Background: an optimization exercise with open tools, aiming at small area, a short achievable clock period and few clock cycles per item. Do not read the settings as production practice.
At most, simulation tests tie the RTL to the original design; equivalence was not proved.
Power is estimated from default activity; no workload was simulated.

==> flow/design.v (excerpt) <==
module ax12_framer (
    input  wire        clk,
    input  wire        rst,
    input  wire        cmd_valid,
    output wire        cmd_ready,
    input  wire [7:0]  cmd_code,
    input  wire [7:0]  cmd_id,
    input  wire [7:0]  cmd_opc,
    input  wire [15:0] cmd_len,
    input  wire        in_valid,
    output wire        in_ready,
    input  wire [7:0]  in_data,
    output wire        out_valid,
    input  wire        out_ready,
    output wire [7:0]  out_data,
    output wire        res_valid,
    output reg  [7:0]  res_code,
    output reg  [7:0]  csum,
    output reg  [7:0]  rid,
    output reg  [7:0]  rerr,
    output reg  [7:0]  qn
);
    localparam [7:0] RC_OK = 8'h00,
                     RC_CS_SHORT = 8'h10, RC_CS_ID = 8'h11, RC_CS_LENGTH = 8'h12,
                     RC_BAD_OPCODE = 8'h30, RC_PARAM_COUNT = 8'h31,
                     RC_ID_RANGE = 8'h32, RC_PAYLOAD_LONG = 8'h33,
                     RC_FRAME_SHORT = 8'h40, RC_BAD_HEADER = 8'h41,
                     RC_BAD_LENGTH = 8'h42, RC_BAD_CHECKSUM = 8'h43,
                     RC_BAD_ID = 8'h44, RC_BAD_REPLY_ID = 8'h45,
                     RC_BAD_COMMAND = 8'h50;
    function [7:0] add8(input [7:0] a, input [7:0] b);
        reg [7:0] g, p, g1, p1, g2, p2, g3;
        integer i;
        begin
            g = a & b;
            p = a ^ b;
            for (i = 0; i < 8; i = i + 1) begin
                g1[i] = (i >= 1) ? (g[i] | (p[i] & g[i-1])) : g[i];
                p1[i] = (i >= 1) ? (p[i] & p[i-1]) : p[i];
            end
            for (i = 0; i < 8; i = i + 1) begin
                g2[i] = (i >= 2) ? (g1[i] | (p1[i] & g1[i-2])) : g1[i];
                p2[i] = (i >= 2) ? (p1[i] & p1[i-2]) : p1[i];
            end
            for (i = 0; i < 8; i = i + 1)
                g3[i] = (i >= 4) ? (g2[i] | (p2[i] & g2[i-4])) : g2[i];
            add8 = p ^ {g3[6:0], 1'b0};
        end
    endfunction
    reg        st_idle, st_hdr, st_data, st_cs, st_res;
    wire       st_chk = !(st_idle || st_hdr || st_data || st_cs || st_res);
    reg        c_chk, c_fb, c_bld, c_dec, c_pst;    
    reg [15:0] cnt;           
    reg        f_q;           
    reg [2:0]  pos;           
    reg [7:0]  acc;           
    reg [7:0]  ta;            
    reg [7:0]  tb;            
    reg        f_short;       
  ...
export LEC_CHECK = 0
export CAP_MARGIN = 20
export CORE_MARGIN = 2
export CORE_UTILIZATION = 40
export SETUP_SLACK_MARGIN = 5.0
export SLEW_MARGIN = 20
create_clock -name core_clock -period 8.0 [get_ports {clk}]
standard.sh (not shown) runs the stock make flow with config.mk's settings and CLKGATE_MAP_FILE= SYNTH_SCRIPT=/design/flow/synth_recipe.tcl, a recipe that flattens the netlist after the stock synthesis.
==> flow/flow/run.sh <==
#!/bin/bash
# Standard layout, with plain buffers (rather than delay buffers) on the ports.
set -euo pipefail
export BUFFER_PORTS_ARGS="-buffer_cell sky130_fd_sc_hd__buf_2"
bash standard.sh > standard.log 2>&1
The first run finished with timing, DRC and antenna clean.
Testbench counts at the start, summed over its fixed seeds: cycles 25,748, commands 2,400.
Next try:
--- a/flow/design.v
+++ b/flow/design.v
@@ -129,13 +129,14 @@
             3'd2:    hdr_byte = ta;
             3'd3:    hdr_byte = sbuf;      
             default: hdr_byte = tb;
         endcase
     end
     wire hdr_last = c_bld ? (pos == 3'd4) : (pos == 3'd3);
-    wire [7:0] nb      = st_data ? in_data : hdr_byte;
+    wire [7:0] hdr_add = (pos[2] ? tb : sbuf) & {8{pos[2] || (pos[1] && pos[0])}};
+    wire [7:0] nb      = st_data ? in_data : hdr_add;
     wire [7:0] acc_sum = add8(acc, nb);
     wire fwd = c_fb || (((c_dec && pos >= 3'd4) || (c_pst && pos >= 3'd5)) && !last_in);
     wire len_ok = (cnt == {8'd0, sbuf});
     wire chk_ok = (in_data == ~acc);
     reg [7:0] pre_rc, good_rc;
     reg       pre_bad;
@@ -219,13 +220,13 @@
                 c_dec   <= is_dec_c;
                 c_pst   <= is_pst_c;
                 cnt     <= cmd_len;
                 f_q     <= 1'b0;
                 ta      <= cmd_id;
                 tb      <= cmd_opc;
-                acc     <= (is_enc_c || is_bld_c) ? 8'h01 : is_chk_c ? 8'h00 : 8'h02;
+                acc     <= (is_enc_c || is_bld_c) ? cmd_id : {6'd0, !is_chk_c, 1'b0};
                 f_short <= acc_short;
                 rc <= RC_OK;
                 st_idle <= 1'b0;
                 st_hdr  <= fb_ok;
                 st_data <= sdp_go;
                 pos     <= (is_enc_c || is_bld_c) ? 3'd1 : 3'd0;
Via count grows by 11%.
Synthesized cell count grows by about 9%.
Count of clock-buffer cells in the layout grows by 1.
Global-route usage grows by 2.0 points.
Combinational power shrinks by 9.4%.
Maximum frequency shrinks by about 0.3%.
No functional check of the RTL was part of the second run of this note.


Setup of main:
ax12_framer again, from the RTL that the note above started with.
export LEC_CHECK = 0
export ABC_AREA = 1
export CAP_MARGIN = 20
export CORE_MARGIN = 2
export CORE_UTILIZATION = 40
export SETUP_SLACK_MARGIN = 5.0
export SLEW_MARGIN = 20
create_clock -name core_clock -period 8.0 [get_ports {clk}]
Scripts as last shown in full above: flow/flow/run.sh
Testbench counts of main, summed over its fixed seeds: cycles 25,748, commands 2,400.
Input-level comparison between the feature branch and main:
diff --git a/flow/design.v b/flow/design.v
--- a/flow/design.v
+++ b/flow/design.v
@@ -127,17 +127,18 @@
         case (pos)
             3'd1:    hdr_byte = 8'hFF;
             3'd2:    hdr_byte = ta;
             3'd3:    hdr_byte = sbuf;      
             default: hdr_byte = tb;
         endcase
     end
     wire hdr_last = c_bld ? (pos == 3'd4) : (pos == 3'd3);
-    wire [7:0] nb      = st_data ? in_data : hdr_byte;
+    wire [7:0] hdr_add = (pos[2] ? tb : sbuf) & {8{pos[2] || (pos[1] && pos[0])}};
+    wire [7:0] nb      = st_data ? in_data : hdr_add;
     wire [7:0] acc_sum = add8(acc, nb);
     wire fwd = c_fb || (((c_dec && pos >= 3'd4) || (c_pst && pos >= 3'd5)) && !last_in);
     wire len_ok = (cnt == {8'd0, sbuf});
     wire chk_ok = (in_data == ~acc);
     reg [7:0] pre_rc, good_rc;
     reg       pre_bad;
     always @(*) begin
         pre_bad = 1'b1;
@@ -217,17 +218,17 @@
                 c_fb    <= is_enc_c || is_bld_c;
                 c_bld   <= is_bld_c;
                 c_dec   <= is_dec_c;
                 c_pst   <= is_pst_c;
                 cnt     <= cmd_len;
                 f_q     <= 1'b0;
                 ta      <= cmd_id;
                 tb      <= cmd_opc;
-                acc     <= (is_enc_c || is_bld_c) ? 8'h01 : is_chk_c ? 8'h00 : 8'h02;
+                acc     <= (is_enc_c || is_bld_c) ? cmd_id : {6'd0, !is_chk_c, 1'b0};
                 f_short <= acc_short;
                 rc <= RC_OK;
                 st_idle <= 1'b0;
                 st_hdr  <= fb_ok;
                 st_data <= sdp_go;
                 pos     <= (is_enc_c || is_bld_c) ? 3'd1 : 3'd0;
             end
             if (st_chk) begin
[summary]
The final layouts of main and the feature branch pass the timing, DRC and antenna checks. Final critical path time including I/O delays and setup ends up higher on the feature branch. Share of cell area taken by flip-flops and latches on the feature branch is down relative to main. On the feature branch: global-route usage is 1.7 points higher than what main gave. main → the feature branch: number of standard cells after synthesis went up by 24, die area went up by about 1.1%, routed via count divided by cell count went up by 1.8%, clock skew was more or less identical.
No functional check of the RTL was part of the feature branch.


Setup of rev 12:
Another version of the RTL of ax12_framer (not shown whole).
Size in the first run: roughly 1100 cells after synthesis, about 110 flip-flops, roughly 110 I/O pins, roughly 7900 um2 of cells after synthesis.
Settings: LEC_CHECK=0, ABC_AREA=1, CAP_MARGIN=20, CORE_MARGIN=2, CORE_UTILIZATION=60, CTS_BUF_LIST=sky130_fd_sc_hd__clkbuf_8, SETUP_SLACK_MARGIN=5.0, SLEW_MARGIN=20; clock period 8.0 ns.
==> flow/flow/run.sh <==
#!/bin/bash
# Standard layout, with plain buffers (rather than delay buffers) on the ports.
set -euo pipefail
export BUFFER_PORTS_ARGS="-buffer_cell sky130_fd_sc_hd__buf_1"
bash standard.sh > standard.log 2>&1
The inputs of rev 13 differ from those of rev 12 as listed below.
--- a/flow/design.v
+++ b/flow/design.v
@@ -112,40 +112,36 @@
             else if (ta == 8'hFF)         chk_rc = RC_ID_RANGE;
             else                          chk_rc = RC_PARAM_COUNT;
         end else if (c_fb) begin
             if (ta == 8'hFF)              chk_rc = RC_ID_RANGE;
             else if (!r_hi0 || cnt[7:0] == 8'hFF) chk_rc = RC_PAYLOAD_LONG;
             else                          chk_rc = RC_CS_SHORT;
         end else                          chk_rc = RC_BAD_COMMAND;
     end
     wire        ofree   = !ovalid || out_ready;      
     wire        take    = st_data && !svalid && in_valid;
     wire        last_in = (cnt[7:0] == 8'd1) && (f_q || cnt[15:8] == 8'd0);
-    reg  [15:0] cnt_m1;
-    integer     k;
-    always @(*)
-        for (k = 0; k < 16; k = k + 1)
-            cnt_m1[k] = cnt[k] ^ ((cnt & ((16'd1 << k) - 16'd1)) == 16'd0);
+    wire [15:0] cnt_m1  = cnt - 16'd1;
     wire [7:0] flen = cnt[7:0] + (c_bld ? 8'd2 : 8'd1);
     reg  [7:0] hdr_byte;
     always @(*) begin
         case (pos)
             3'd1:    hdr_byte = 8'hFF;
             3'd2:    hdr_byte = ta;
             3'd3:    hdr_byte = sbuf;      
             default: hdr_byte = tb;
         endcase
     end
     wire hdr_last = c_bld ? (pos == 3'd4) : (pos == 3'd3);
-    wire [7:0] acc_sum = add8(acc, in_data);     
-    wire [7:0] acc_hdr = add8(acc, hdr_byte);    
+    wire [7:0] nb      = st_data ? in_data : hdr_byte;
+    wire [7:0] acc_sum = add8(acc, nb);
     wire fwd = c_fb || (((c_dec && pos >= 3'd4) || (c_pst && pos >= 3'd5)) && !last_in);
     wire len_ok = (cnt == {8'd0, sbuf});
     wire chk_ok = (in_data == ~acc);
     reg [7:0] pre_rc, good_rc;
     reg       pre_bad;
     always @(*) begin
         pre_bad = 1'b1;
         if (f_short)             pre_rc = c_chk ? RC_CS_SHORT : RC_FRAME_SHORT;
         else if (f_a)            pre_rc = c_chk ? RC_CS_ID : RC_BAD_HEADER;
         else if (f_b)            pre_rc = c_chk ? RC_CS_LENGTH : RC_BAD_LENGTH;
         else if (!c_chk && ta == 8'hFF) pre_rc = RC_BAD_ID;
@@ -231,23 +227,23 @@
                 rc <= RC_OK;
                 st_idle <= 1'b0;
                 st_hdr  <= fb_ok;
                 st_data <= sdp_go;
                 pos     <= (is_enc_c || is_bld_c) ? 3'd1 : 3'd0;
             end
             if (st_chk) begin
                 rc <= chk_rc;
                     st_res   <= 1'b1;
             end
             if (st_hdr && ofree) begin
-                acc <= acc_hdr;
+                acc <= acc_sum;
                 pos <= pos + 3'd1;
                 if (hdr_last) begin
                     st_hdr <= 1'b0;
                     if (cnt == 16'd0) st_cs   <= 1'b1;
                     else              st_data <= 1'b1;
                 end
             end
             if (take) begin
                 acc <= acc_sum;
                 cnt <= cnt_m1;
                 if (pos != 3'd7)
Row xor and xnor fraction of the mapped netlist area: rev 13 higher / rev 12 lower. Rev 13 vs rev 12: pin count of the biggest net entering global routing up by a few percent. Per the comparison of rev 13 with rev 12, wire length -about 1.2%; cell-internal power -0.071 mW; part of the Yosys area used for sequential elements +0.35 points. Effective utilization at floorplan delta (rev 12 -> rev 13): insignificant. Compared with rev 12, in rev 13 synthesized cell count fell by 0.90%, clock share of power fell by 1.1 points. Going from rev 12 to rev 13, flip-flop and latch area ~0 delta; worst setup slack after placement +0.13 ns. Leakage power of the design of rev 13 falls short of that of rev 12 by a few percent. Rev 13 ends up with a final-layout clock buffer total that is 5.0% higher than in rev 12.
Testbench counts of rev 13, summed over its fixed seeds: cycles 25,748, commands 2,400.
Only the layout flow was run in rev 12; the RTL was not checked for function there.

==> port drivers added, routing unchanged <==
In the flow no input, the clock included, has a driving cell. The finished layouts below were timed again as built, in two steps. Step 1, drivers: a clkbuf_16 drives clk and a buf_2 each remaining input, both assumed. Step 2 adds t to the input delays and takes it off the output delays; t is the mean of the earliest and latest rising clock arrival at the registers after step 1. Input paths then give back, and output paths get back, about the clock's delay inside the block. Three values: ideal ports, drivers, drivers and shift; two values: the first two.
run | shift t [ns] | setup WS [ns] | worst hold slack (ns) | latest minus earliest clock arrival (ns) | worst slew at a driven data input, ns
the first run of note 1 | 0.468 | 4.843 / 4.843 / 4.496 | 0.474 / 0.474 / 0.474 | 0.012 / 0.012 | 0.05
the second run of note 1 | 0.472 | 4.833 / 4.849 / 4.377 | 0.462 / 0.462 / 0.462 | 0.009 / 0.008 | 0.06
main | 0.463 | 5.042 / 5.042 / 4.621 | 0.459 / 0.459 / 0.459 | 0.009 / 0.009 | 0.04
the feature branch | 0.466 | 5.034 / 5.003 / 4.592 | 0.460 / 0.460 / 0.460 | 0.011 / 0.012 | 0.05
rev 12 | 0.488 | 5.059 / 5.021 / 4.607 | 0.465 / 0.465 / 0.465 | 0.012 / 0.012 | 0.03
rev 13 | 0.480 | 5.063 / 5.027 / 4.606 | 0.470 / 0.469 / 0.469 | 0.014 / 0.014 | 0.05
After both steps every run listed still meets setup and hold. For rev 13, which loses most, drivers alone change the setup slack by -0.036 ns; drivers and shift together by -0.457 ns.
